This is an optimization exercise on Yosys and OpenROAD, whose aim is small area, a short achievable clock period and few clock cycles per item, not a production implementation.
The RTL was checked by simulation tests, not by an equivalence proof against the original design.

==> inputs of try-pepper <==
==> flow/design.v (excerpt) <==
module lwm_core (
    input  wire        clk,
    input  wire        rst,           
    input  wire        bus_valid,
    input  wire        bus_write,
    input  wire [5:0]  bus_addr,      
    input  wire [1:0]  bus_size,      
    input  wire [31:0] bus_wdata,
    output reg         bus_ready,
    output reg         bus_err,
    output reg  [31:0] bus_rdata
);
    localparam integer K  = 4;             
    localparam integer WW = 35 + K;        
    localparam [31:0] ID_VALUE = 32'h4C574D01;
    localparam [7:0] OP_TOFIX = 8'h01, OP_FROMFIX = 8'h02, OP_QCONV = 8'h03,
                     OP_QADD = 8'h08, OP_QSUB = 8'h09, OP_QMUL = 8'h0A,
                     OP_QDIV = 8'h0B, OP_QADDI = 8'h0C, OP_QSUBI = 8'h0D,
                     OP_QMULI = 8'h0E, OP_QDIVI = 8'h0F, OP_GADD = 8'h10,
                     OP_GSUB = 8'h11, OP_GMUL = 8'h12, OP_GDIV = 8'h13,
                     OP_ISQRT = 8'h18, OP_FSQRT = 8'h19, OP_TRIG = 8'h20,
                     OP_CLARKE = 8'h21, OP_PARK = 8'h22, OP_REVPARK = 8'h23;
    localparam [4:0] S_IDLE = 5'd0,  S_SH  = 5'd1,  S_SH2 = 5'd2,  S_G2  = 5'd3,
                     S_G3   = 5'd4,  S_DIV = 5'd5,  S_DFIN = 5'd6, S_SQ1 = 5'd7,
                     S_SQP  = 5'd8,  S_ND  = 5'd9,  S_M0  = 5'd10, S_M1  = 5'd11,
                     S_M2   = 5'd12, S_M3  = 5'd13, S_M4  = 5'd14, S_MQ  = 5'd15,
                     S_TRC  = 5'd16, S_TRS = 5'd17, S_PKC = 5'd18, S_PK1 = 5'd19,
                     S_PK2  = 5'd20, S_PK3 = 5'd21, S_PK4 = 5'd22, S_PK5 = 5'd23,
                     S_CK0  = 5'd24, S_CK1 = 5'd25, S_CK2 = 5'd26, S_SQX = 5'd27, S_G4 = 5'd28, S_SA = 5'd29;
    localparam signed [17:0] KSQ3 = 18'sd18918;
    function [5:0] clz32;               
        input [31:0] v;
        reg z16, z8, z4, z2, z1;
        reg [15:0] v16;
        reg [7:0]  v8;
        reg [3:0]  v4;
        reg [1:0]  v2;
        begin
            z16 = (v[31:16] == 16'd0);  v16 = z16 ? v[15:0]  : v[31:16];
            z8  = (v16[15:8] == 8'd0);  v8  = z8  ? v16[7:0] : v16[15:8];
            z4  = (v8[7:4] == 4'd0);    v4  = z4  ? v8[3:0]  : v8[7:4];
            z2  = (v4[3:2] == 2'd0);    v2  = z2  ? v4[1:0]  : v4[3:2];
  ...
==> flow/config.mk <==
export PLATFORM = sky130hd
export DESIGN_NAME = lwm_core
export DESIGN_NICKNAME = lwm_core
export VERILOG_FILES = /design/flow/design.v
export SDC_FILE = /design/flow/constraint.sdc
export NUM_CORES = 8
export LEC_CHECK = 0
export ABC_AREA = 1
export CAP_MARGIN = 20
export CORE_MARGIN = 2
export CORE_UTILIZATION = 35
export GPL_ROUTABILITY_DRIVEN = 1
export PLACE_DENSITY = 0.5
export SLEW_MARGIN = 20
==> flow/constraint.sdc <==
create_clock -name core_clock -period 17.0 [get_ports {clk}]
set_input_delay 3.4000 -clock core_clock [delete_from_list [all_inputs] [get_ports {clk}]]
set_output_delay 3.4000 -clock core_clock [all_outputs]
set_load 0.01 [all_outputs]
standard.sh (not shown) runs the stock make flow with config.mk's settings and CLKGATE_MAP_FILE= SYNTH_SCRIPT=/design/flow/synth_recipe.tcl, a recipe that flattens the netlist after the stock synthesis.
==> flow/flow/run.sh <==
#!/bin/bash
set -euo pipefail
bash standard.sh SETUP_SLACK_MARGIN=9 finish > flow_standard.log 2>&1
==> try-juniper: changes against try-pepper <==
--- a/flow/design.v
+++ b/flow/design.v
@@ -467,13 +467,12 @@
     reg [31:0]   Dn;                      
     reg [17:0]   creg;                    
     reg  [6:0]   Lrem;                    
     reg [K-1:0]  fm;                      
     reg          first;                   
     reg  [5:0]   xclz;                    
-    reg  [5:0]   nclz;                    
     reg          neg;                     
     reg  [2:0]   iter;                    
     reg          flg;                     
     reg          ckv;                     
     wire       acc_ok = (bus_size == 2'd2) && (bus_addr[1:0] == 2'b00);
     wire [3:0] ra     = bus_addr[5:2];
@@ -493,12 +492,13 @@
     wire [31:0] ab_a  = ab_a0[31] ? -ab_a0 : ab_a0;
     wire [31:0] ab_b0 = idle ? opb : Dn;
     wire [31:0] ab_b  = ab_b0[31] ? -ab_b0 : ab_b0;
     wire [31:0] nvs = ({32{oh[S_ND] | oh[S_G4]}} & (oh[S_ND] ? Dn : treg)) |
                       ({32{oh[S_SQX]}} & xr) |
                       ({32{oh[S_SQ1]}} & res0);                 
+    wire [5:0]  nclz  = clz32(nvs);
     wire [31:0] nv    = nvs;
     wire [5:0]  fclz  = nclz;
     reg  [31:0] f_hi, f_lo;
     reg  [31:0] fv;                       
     reg  signed [6:0] fe;                 
     reg         fprod;                    
@@ -572,17 +572,12 @@
             sq_first = {1'b0, ng || stp,
                         ng ? 32'd0 : stp ? (big ? 32'd8192 : 32'd128) : {13'd0, sm[19:1]}};
         end
     endfunction
     wire [33:0] s1i = sq_first(opa);
     wire [33:0] s1f = sq_first(xr);
-    wire [31:0] cz_b = ({32{oh[S_G4]}}  & Dn) |
-                       ({32{oh[S_SH]}}  & fs_out) |
-                       ({32{oh[S_SQX]}} & s1f[31:0]) |
-                       ({32{oh[S_SQP]}} & sq_n);
-    wire [5:0]  nclz_n = (idle | oh[S_G3]) ? clz32(ab_a) : clz32(cz_b);
     reg  rom_c, rom_sin, rom_flip;
     always @(*) begin
         rom_c    = ang_c;
         rom_sin  = 1'b0;
         rom_flip = 1'b0;
         case (st)
@@ -663,28 +658,26 @@
                                (c_op == OP_GDIV) ? $signed({3'b0, c_qr}) : 8'sd0);
     wire [1:0]  f_set = fpad(L_set[6:0]);
     reg w_zw;
     always @(*) begin
         if (!w_legal) w_zw = 1'b1;
         else case (w_op)
-            OP_QADD, OP_QSUB, OP_CLARKE,
-            OP_TOFIX, OP_FROMFIX, OP_QCONV: w_zw = 1'b1;
+            OP_QADD, OP_QSUB, OP_CLARKE: w_zw = 1'b1;
             OP_TRIG:            w_zw = !ang_c;
             OP_QDIV, OP_QDIVI:  w_zw = (opb == 32'd0);
             OP_ISQRT:           w_zw = s1i[32];
             default:            w_zw = 1'b0;
         endcase
     end
     wire sh_fin = (c_op == OP_TOFIX) || (c_op == OP_FROMFIX) || (c_op == OP_QCONV);
-    wire fwd0 = (oh[S_SH] & sh_fin) | oh[S_M4] | oh[S_MQ] | oh[S_PK3];
-    wire fwd1 = oh[S_TRS] | oh[S_PK5] | oh[S_CK2];
-    wire p1   = oh[S_PK3] | oh[S_PK4] | oh[S_CK0] | oh[S_CK1];
+    wire fwd0 = oh[S_MQ] | oh[S_PK3];
+    wire fwd1 = oh[S_PK5] | oh[S_CK2];
+    wire p1   = oh[S_TRS] | oh[S_PK3] | oh[S_PK4] | oh[S_CK0] | oh[S_CK1];
     wire b1   = fwd0 | fwd1 | p1;
-    wire [31:0] f0 = oh[S_MQ] ? {ws[15:0], res0[15:0]} :
-                     oh[S_PK3] ? pk_res : fs_out;
-    wire [31:0] f1 = oh[S_TRS] ? {{16{rom_v[15]}}, rom_v} : oh[S_CK2] ? sat15(wc[31:0]) : pk_res;
+    wire [31:0] f0 = oh[S_MQ] ? {ws[15:0], res0[15:0]} : pk_res;
+    wire [31:0] f1 = oh[S_CK2] ? sat15(wc[31:0]) : pk_res;
     always @(*) begin
         case (ra)
             4'd0:    bus_rdata = ID_VALUE;
             4'd1:    bus_rdata = {24'd0, 2'b00, cz, 3'd0, fault};
             4'd2:    bus_rdata = cmd;
             4'd4:    bus_rdata = opa;
@@ -693,23 +686,22 @@
             4'd8:    bus_rdata = fwd0 ? f0 : res0;
             4'd9:    bus_rdata = fwd1 ? f1 : res1;
             default: bus_rdata = 32'd0;
         endcase
         bus_err = !acc_ok;
     end
-    wire finish = oh[S_SA] | oh[S_M3] | (oh[S_M2] & (c_op == OP_QMULI)) |
+    wire finish = (oh[S_SH] & sh_fin) | oh[S_SA] | oh[S_M4] | (oh[S_M2] & (c_op == OP_QMULI)) |
                   oh[S_DFIN] | oh[S_TRC] | oh[S_PK2] | (oh[S_G3] & flg) | (oh[S_SQX] & s1f[32]) |
                   (oh[S_DIV] & sq_stop) | (oh[S_SQP] & (iter == 3'd6));
     always @(*) begin
         if (idle)    bus_ready = !(bus_write && acc_ok && ra == 4'd2) || w_zw;
         else if (b1) bus_ready = !acc_ok || (!bus_write && !(ra == 4'd9 && p1));
         else         bus_ready = finish;
     end
     wire div_setup = oh[S_ND] || oh[S_SQ1];
     always @(posedge clk) begin
-        nclz <= nclz_n;
         if (idle) begin
             creg  <= ang_c ? {{2{rom_v[15]}}, rom_v} : ck;
             treg  <= ab_a;                                     
             xr    <= opa;                                      
             Dn    <= ab_b;                                     
             iter  <= 3'd2;
@@ -853,13 +845,13 @@
                 S_SQX: begin
                     res0 <= s1f[31:0];                         
                     begin st <= s1f[32] ? S_IDLE : S_SQ1; oh <= ohf(s1f[32] ? S_IDLE : S_SQ1); end
                 end
                 S_DIV: begin
                     if (sq_stop)                  begin st <= S_IDLE; oh <= ohf(S_IDLE); end    
-                    else if ($signed(Lrem) <= K)  begin st <= (c_op[4:3] == 2'b11) ? S_SQP : S_DFIN; oh <= ohf((c_op[4:3] == 2'b11) ? S_SQP : S_DFIN); end
+                    else if (Lrem <= K)  begin st <= (c_op[4:3] == 2'b11) ? S_SQP : S_DFIN; oh <= ohf((c_op[4:3] == 2'b11) ? S_SQP : S_DFIN); end
                 end
                 S_DFIN: begin res0 <= r_out; begin st <= S_IDLE; oh <= ohf(S_IDLE); end end
                 S_SQ1: begin st <= (L_set <= 0) ? S_SQP : S_DIV; oh <= ohf((L_set <= 0) ? S_SQP : S_DIV); end
                 S_SQP: begin
                     res0 <= sq_n;
                     begin st <= (iter == 3'd6) ? S_IDLE : S_SQ1; oh <= ohf((iter == 3'd6) ? S_IDLE : S_SQ1); end
==> try-harbor: changes against try-pepper <==
--- a/flow/design.v
+++ b/flow/design.v
@@ -366,13 +366,13 @@
     input  wire [1:0]  bus_size,      
     input  wire [31:0] bus_wdata,
     output reg         bus_ready,
     output reg         bus_err,
     output reg  [31:0] bus_rdata
 );
-    localparam integer K  = 4;             
+    localparam integer K  = 3;             
     localparam integer WW = 35 + K;        
     localparam [31:0] ID_VALUE = 32'h4C574D01;
     localparam [7:0] OP_TOFIX = 8'h01, OP_FROMFIX = 8'h02, OP_QCONV = 8'h03,
                      OP_QADD = 8'h08, OP_QSUB = 8'h09, OP_QMUL = 8'h0A,
                      OP_QDIV = 8'h0B, OP_QADDI = 8'h0C, OP_QSUBI = 8'h0D,
                      OP_QMULI = 8'h0E, OP_QDIVI = 8'h0F, OP_GADD = 8'h10,
@@ -433,14 +433,20 @@
                 default:                        op_known = 1'b0;
             endcase
         end
     endfunction
     function [1:0] fpad;               
         input [6:0] l;
+        reg [3:0] d;
         begin
-            fpad = 2'd0 - l[1:0];
+            d = {2'b0, l[1:0]} + {2'b0, l[3:2]} + {2'b0, l[5:4]} + {3'b0, l[6]};
+            case (d)
+                4'd0, 4'd3, 4'd6, 4'd9:  fpad = 2'd0;
+                4'd1, 4'd4, 4'd7, 4'd10: fpad = 2'd2;
+                default:                 fpad = 2'd1;
+            endcase
         end
     endfunction
     function [K-1:0] fmask;
         input [1:0] f;
         begin
             fmask = ~({K{1'b1}} >> f);
@@ -467,13 +473,14 @@
     reg [31:0]   Dn;                      
     reg [17:0]   creg;                    
     reg  [6:0]   Lrem;                    
     reg [K-1:0]  fm;                      
     reg          first;                   
     reg  [5:0]   xclz;                    
-    reg  [5:0]   nclz;                    
+    reg  [5:0]   aclz;                    
+    reg          aclz_ok;                 
     reg          neg;                     
     reg  [2:0]   iter;                    
     reg          flg;                     
     reg          ckv;                     
     wire       acc_ok = (bus_size == 2'd2) && (bus_addr[1:0] == 2'b00);
     wire [3:0] ra     = bus_addr[5:2];
@@ -493,24 +500,26 @@
     wire [31:0] ab_a  = ab_a0[31] ? -ab_a0 : ab_a0;
     wire [31:0] ab_b0 = idle ? opb : Dn;
     wire [31:0] ab_b  = ab_b0[31] ? -ab_b0 : ab_b0;
     wire [31:0] nvs = ({32{oh[S_ND] | oh[S_G4]}} & (oh[S_ND] ? Dn : treg)) |
                       ({32{oh[S_SQX]}} & xr) |
                       ({32{oh[S_SQ1]}} & res0);                 
+    wire [5:0]  nclz  = clz32(nvs);
     wire [31:0] nv    = nvs;
     wire [5:0]  fclz  = nclz;
     reg  [31:0] f_hi, f_lo;
     reg  [31:0] fv;                       
     reg  signed [6:0] fe;                 
     reg         fprod;                    
     always @(*) begin
         fv    = opa;
         fe    = 7'sd0;
         fprod = 1'b0;
         case (st)
             S_ND, S_G4, S_SQX, S_SQ1: begin fv = nv; fe = -$signed({1'b0, fclz}); end
+            S_IDLE: begin fv = ab_a; fe = -$signed({1'b0, aclz}); end     
             S_SH: begin
                 case (c_op)
                     OP_TOFIX, OP_FSQRT: begin fv = opa; fe = -$signed({2'b0, c_qa}); end
                     OP_QADDI, OP_QSUBI: begin fv = opb; fe = -$signed({2'b0, c_qa}); end
                     OP_FROMFIX:         begin fv = opa; fe =  $signed({2'b0, c_qa}); end
                     default:            begin fv = opa; fe = $signed({2'b0, c_qa}) - $signed({2'b0, c_qr}); end
@@ -572,17 +581,12 @@
             sq_first = {1'b0, ng || stp,
                         ng ? 32'd0 : stp ? (big ? 32'd8192 : 32'd128) : {13'd0, sm[19:1]}};
         end
     endfunction
     wire [33:0] s1i = sq_first(opa);
     wire [33:0] s1f = sq_first(xr);
-    wire [31:0] cz_b = ({32{oh[S_G4]}}  & Dn) |
-                       ({32{oh[S_SH]}}  & fs_out) |
-                       ({32{oh[S_SQX]}} & s1f[31:0]) |
-                       ({32{oh[S_SQP]}} & sq_n);
-    wire [5:0]  nclz_n = (idle | oh[S_G3]) ? clz32(ab_a) : clz32(cz_b);
     reg  rom_c, rom_sin, rom_flip;
     always @(*) begin
         rom_c    = ang_c;
         rom_sin  = 1'b0;
         rom_flip = 1'b0;
         case (st)
@@ -606,27 +610,21 @@
     wire s_alz  = m_idle | oh[S_M0] | oh[S_M2];                      
     wire s_als  = oh[S_PK1] | oh[S_PK3];                             
     wire s_ah   = oh[S_M1] | oh[S_M3];                               
     wire s_b16  = oh[S_PK2] | oh[S_PK4];                             
     wire s_k    = oh[S_CK1];
     wire s_g    = oh[S_SQ1];
-    wire t_bl   = m_idle | oh[S_M0] | oh[S_M1];                      
-    wire t_bh   = oh[S_M2] | oh[S_M3];                               
-    wire t_c    = oh[S_PK1] | oh[S_PK2] | oh[S_PK3] | oh[S_PK4] | oh[S_CK1];
     wire u_sh   = oh[S_M1] | oh[S_M3];                               
     wire u_acc  = oh[S_M2] | oh[S_PK2] | oh[S_PK4];                  
     wire [17:0] ma = ({18{s_alz}} & {2'b00, opa[15:0]}) |
                      ({18{s_als}} & {{2{opa[15]}}, opa[15:0]}) |
                      ({18{s_ah}}  & {{2{opa[31]}}, opa[31:16]}) |
                      ({18{s_b16}} & {{2{opb[15]}}, opb[15:0]}) |
                      ({18{s_k}}   & KSQ3) |
                      ({18{s_g}}   & {1'b0, res0[16:0]});
-    wire [17:0] mb = ({18{t_bl}}  & {2'b00, opb[15:0]}) |
-                     ({18{t_bh}}  & {{2{opb[31]}}, opb[31:16]}) |
-                     ({18{t_c}}   & creg) |
-                     ({18{s_g}}   & {1'b0, res0[16:0]});
+    wire [17:0] mb = creg;                                   
     wire [35:0] madd = ({36{u_sh}}  & {{16{ws[35]}}, ws[35:16]}) |
                        ({36{u_acc}} & ws[35:0]) |
                        ({36{s_g}}   & ~{4'd0, sq_x});              
     wire [35:0] mp;
     lwm_mac18 u_mac (.a(ma), .b(mb), .c(madd), .p(mp));
     wire [31:0] pk_res = (c_op == OP_PARK) ? sat15(wc[31:0])
@@ -663,28 +661,26 @@
                                (c_op == OP_GDIV) ? $signed({3'b0, c_qr}) : 8'sd0);
     wire [1:0]  f_set = fpad(L_set[6:0]);
     reg w_zw;
     always @(*) begin
         if (!w_legal) w_zw = 1'b1;
         else case (w_op)
-            OP_QADD, OP_QSUB, OP_CLARKE,
-            OP_TOFIX, OP_FROMFIX, OP_QCONV: w_zw = 1'b1;
+            OP_QADD, OP_QSUB, OP_CLARKE: w_zw = 1'b1;
             OP_TRIG:            w_zw = !ang_c;
             OP_QDIV, OP_QDIVI:  w_zw = (opb == 32'd0);
             OP_ISQRT:           w_zw = s1i[32];
             default:            w_zw = 1'b0;
         endcase
     end
     wire sh_fin = (c_op == OP_TOFIX) || (c_op == OP_FROMFIX) || (c_op == OP_QCONV);
-    wire fwd0 = (oh[S_SH] & sh_fin) | oh[S_M4] | oh[S_MQ] | oh[S_PK3];
-    wire fwd1 = oh[S_TRS] | oh[S_PK5] | oh[S_CK2];
-    wire p1   = oh[S_PK3] | oh[S_PK4] | oh[S_CK0] | oh[S_CK1];
+    wire fwd0 = oh[S_MQ] | oh[S_PK3];
+    wire fwd1 = oh[S_PK5] | oh[S_CK2];
+    wire p1   = oh[S_TRS] | oh[S_PK3] | oh[S_PK4] | oh[S_CK0] | oh[S_CK1];
     wire b1   = fwd0 | fwd1 | p1;
-    wire [31:0] f0 = oh[S_MQ] ? {ws[15:0], res0[15:0]} :
-                     oh[S_PK3] ? pk_res : fs_out;
-    wire [31:0] f1 = oh[S_TRS] ? {{16{rom_v[15]}}, rom_v} : oh[S_CK2] ? sat15(wc[31:0]) : pk_res;
+    wire [31:0] f0 = oh[S_MQ] ? {ws[15:0], res0[15:0]} : pk_res;
+    wire [31:0] f1 = oh[S_CK2] ? sat15(wc[31:0]) : pk_res;
     always @(*) begin
         case (ra)
             4'd0:    bus_rdata = ID_VALUE;
             4'd1:    bus_rdata = {24'd0, 2'b00, cz, 3'd0, fault};
             4'd2:    bus_rdata = cmd;
             4'd4:    bus_rdata = opa;
@@ -693,26 +689,29 @@
             4'd8:    bus_rdata = fwd0 ? f0 : res0;
             4'd9:    bus_rdata = fwd1 ? f1 : res1;
             default: bus_rdata = 32'd0;
         endcase
         bus_err = !acc_ok;
     end
-    wire finish = oh[S_SA] | oh[S_M3] | (oh[S_M2] & (c_op == OP_QMULI)) |
+    wire finish = (oh[S_SH] & sh_fin) | oh[S_SA] | oh[S_M4] | (oh[S_M2] & (c_op == OP_QMULI)) |
                   oh[S_DFIN] | oh[S_TRC] | oh[S_PK2] | (oh[S_G3] & flg) | (oh[S_SQX] & s1f[32]) |
                   (oh[S_DIV] & sq_stop) | (oh[S_SQP] & (iter == 3'd6));
     always @(*) begin
         if (idle)    bus_ready = !(bus_write && acc_ok && ra == 4'd2) || w_zw;
         else if (b1) bus_ready = !acc_ok || (!bus_write && !(ra == 4'd9 && p1));
         else         bus_ready = finish;
     end
     wire div_setup = oh[S_ND] || oh[S_SQ1];
+    wire nrm_a = cmd_wr && aclz_ok &&
+                 (w_op == OP_QDIV || w_op == OP_QDIVI || w_op == OP_ISQRT);
     always @(posedge clk) begin
-        nclz <= nclz_n;
+        aclz    <= clz32(ab_a);
+        aclz_ok <= idle && !rst && !(wr && ra == 4'd4);
         if (idle) begin
-            creg  <= ang_c ? {{2{rom_v[15]}}, rom_v} : ck;
-            treg  <= ab_a;                                     
+            treg  <= nrm_a ? fs_out : ab_a;                    
+            if (nrm_a) xclz <= aclz;
             xr    <= opa;                                      
             Dn    <= ab_b;                                     
             iter  <= 3'd2;
             neg   <= opa[31] ^ opb[31];
             flg   <= 1'b0;
         end
@@ -759,17 +758,29 @@
                 Lrem  <= Lrem - K;
             end
             S_M0, S_M1, S_M2, S_M3, S_PK1, S_PK3: ws <= {{(WW-36){mp[35]}}, mp};
             S_PK2, S_PK4, S_CK1: wc <= {{(WW-36){mp[35]}}, mp};
             default: ;
         endcase
-        case (st)
-            S_CK0: creg <= ck;
-            S_TRC, S_PKC, S_PK1, S_PK2, S_PK3: creg <= {{2{rom_v[15]}}, rom_v};
-            default: ;
-        endcase
+        if (oh[S_PKC] | oh[S_PK1] | oh[S_PK2] | oh[S_PK3] |
+            (idle && cmd_wr && w_op[7:1] == 7'h11))              
+            creg <= {{2{rom_v[15]}}, rom_v};
+        else if (idle && cmd_wr && w_op == OP_CLARKE)
+            creg <= ck;
+        else if (oh[S_M1] | oh[S_M2])
+            creg <= {{2{opb[31]}}, opb[31:16]};
+        else if (idle && cmd_wr && w_op == OP_ISQRT)
+            creg <= {1'b0, s1i[16:0]};
+        else if (oh[S_SQX])
+            creg <= {1'b0, s1f[16:0]};
+        else if (oh[S_SQP])
+            creg <= {1'b0, sq_n[16:0]};
+        else if (idle && wr && ra == 4'd5)
+            creg <= {2'b00, bus_wdata[15:0]};
+        else
+            creg <= {2'b00, opb[15:0]};
         if (rst) begin
             fault <= 1'b0;
             cz    <= 2'd0;
             cmd   <= 32'd0;
             opa   <= 32'd0;
             opb   <= 32'd0;
@@ -804,28 +815,28 @@
                                 OP_GADD, OP_GSUB, OP_GDIV, OP_FSQRT: begin st <= S_SH; oh <= ohf(S_SH); end
                                 OP_QMUL, OP_QMULI, OP_GMUL: begin st <= S_M1; oh <= ohf(S_M1); end
                                 OP_QDIV, OP_QDIVI: begin
                                     if (opb == 32'd0) begin
                                         if (!fault) begin fault <= 1'b1; cz <= 2'd2; end
                                     end else
-                                        begin st <= S_G4; oh <= ohf(S_G4); end
+                                        begin st <= aclz_ok ? S_ND : S_G4; oh <= ohf(aclz_ok ? S_ND : S_G4); end
                                 end
                                 OP_ISQRT: begin
                                     res0 <= s1i[31:0];
-                                    if (!s1i[32]) begin st <= S_SQX; oh <= ohf(S_SQX); end
+                                    if (!s1i[32]) begin st <= aclz_ok ? S_SQ1 : S_SQX; oh <= ohf(aclz_ok ? S_SQ1 : S_SQX); end
                                 end
                                 OP_TRIG: begin
                                     if (!ang_c) begin
                                         res0 <= {{16{rom_v[15]}}, rom_v};
                                         begin st <= S_TRS; oh <= ohf(S_TRS); end
                                     end else
                                         begin st <= S_TRC; oh <= ohf(S_TRC); end
                                 end
                                 OP_CLARKE: begin
                                     res0 <= {{16{opa[15]}}, opa[15:0]};
-                                    begin st <= ang_c ? S_CK0 : S_CK1; oh <= ohf(ang_c ? S_CK0 : S_CK1); end
+                                    begin st <= S_CK1; oh <= ohf(S_CK1); end
                                 end
                                 default: begin st <= ang_c ? S_PK1 : S_PKC; oh <= ohf(ang_c ? S_PK1 : S_PKC); end    
                             endcase
                         end
                     end
                 end
@@ -853,13 +864,13 @@
                 S_SQX: begin
                     res0 <= s1f[31:0];                         
                     begin st <= s1f[32] ? S_IDLE : S_SQ1; oh <= ohf(s1f[32] ? S_IDLE : S_SQ1); end
                 end
                 S_DIV: begin
                     if (sq_stop)                  begin st <= S_IDLE; oh <= ohf(S_IDLE); end    
-                    else if ($signed(Lrem) <= K)  begin st <= (c_op[4:3] == 2'b11) ? S_SQP : S_DFIN; oh <= ohf((c_op[4:3] == 2'b11) ? S_SQP : S_DFIN); end
+                    else if (Lrem <= K)  begin st <= (c_op[4:3] == 2'b11) ? S_SQP : S_DFIN; oh <= ohf((c_op[4:3] == 2'b11) ? S_SQP : S_DFIN); end
                 end
                 S_DFIN: begin res0 <= r_out; begin st <= S_IDLE; oh <= ohf(S_IDLE); end end
                 S_SQ1: begin st <= (L_set <= 0) ? S_SQP : S_DIV; oh <= ohf((L_set <= 0) ? S_SQP : S_DIV); end
                 S_SQP: begin
                     res0 <= sq_n;
                     begin st <= (iter == 3'd6) ? S_IDLE : S_SQ1; oh <= ohf((iter == 3'd6) ? S_IDLE : S_SQ1); end
==> results.txt <==
outcome=finished with violations; Violated Checks=antenna violations; Non-clock buffers=684; Tmin final=8.80 ns; antenna violation net count after detailed routing=1; post-CTS setup repair buffer count=208; core area=190000 µm²
[end of results for try-harbor]
==> results.txt <==
Slew Viols, Final=9; max-cap violations=3; outcome=finished with violations; worst setup path category=reg -> out; antenna violation net count after detailed routing=0; Violated Checks=max-capacitance violations, max-slew violations; final WL=~550 mm; R2R Path End=res0[10]; post-CTS setup repair buffer count=483; Tmin final=slightly below 10 ns
[end of results for try-pepper]
==> results.txt <==
antenna violation net count after detailed routing=0; Tmin final=9.16 ns; most frequent cells in the layout=nand2_1 (2033), inv_1 (1238), o21ai_0 (1012); core area=~190000 µm²; outcome=complete, no violations; Non-clock buffers=766
[end of results for try-juniper]
Testbench counts of try-pepper, summed over its fixed seeds: cycles 92,640, items 12,000.
Testbench counts of try-juniper, summed over its fixed seeds: cycles 95,108, items 12,000.
Testbench counts of try-harbor, summed over its fixed seeds: cycles 97,244, items 12,000.

-- separate check: timing with driven ports --
In the flow no input, the clock included, has a driving cell. The finished layouts below were timed again as built, in two steps.
Step 1 (the two cells are an assumption about what drives the block):
set clk [get_ports {clk}]
set_driving_cell -lib_cell sky130_fd_sc_hd__clkbuf_16 $clk
set_driving_cell -lib_cell sky130_fd_sc_hd__buf_2 [delete_from_list [all_inputs] $clk]
Step 2 times the ports against the registers' clock, not the clock port: input delays grow and output delays shrink by t, the midpoint of the rising clock arrivals with the driver on.
Three values: ideal ports, drivers, drivers and shift; two values: the first two.
| run | t, ns | slack for setup (ns) | latest minus earliest clock arrival (ns) | worst register clock-pin slew, ns |
|---|---|---|---|---|
| try-pepper | 0.873 | 7.242 / 7.142 / 7.487 | 0.094 / 0.095 | 0.07 / 0.07 |
| try-juniper | 0.865 | 7.837 / 7.837 / 7.837 | 0.064 / 0.063 | 0.07 / 0.07 |
| try-harbor | 0.848 | 8.200 / 8.103 / 8.360 | 0.056 / 0.056 | 0.07 / 0.07 |
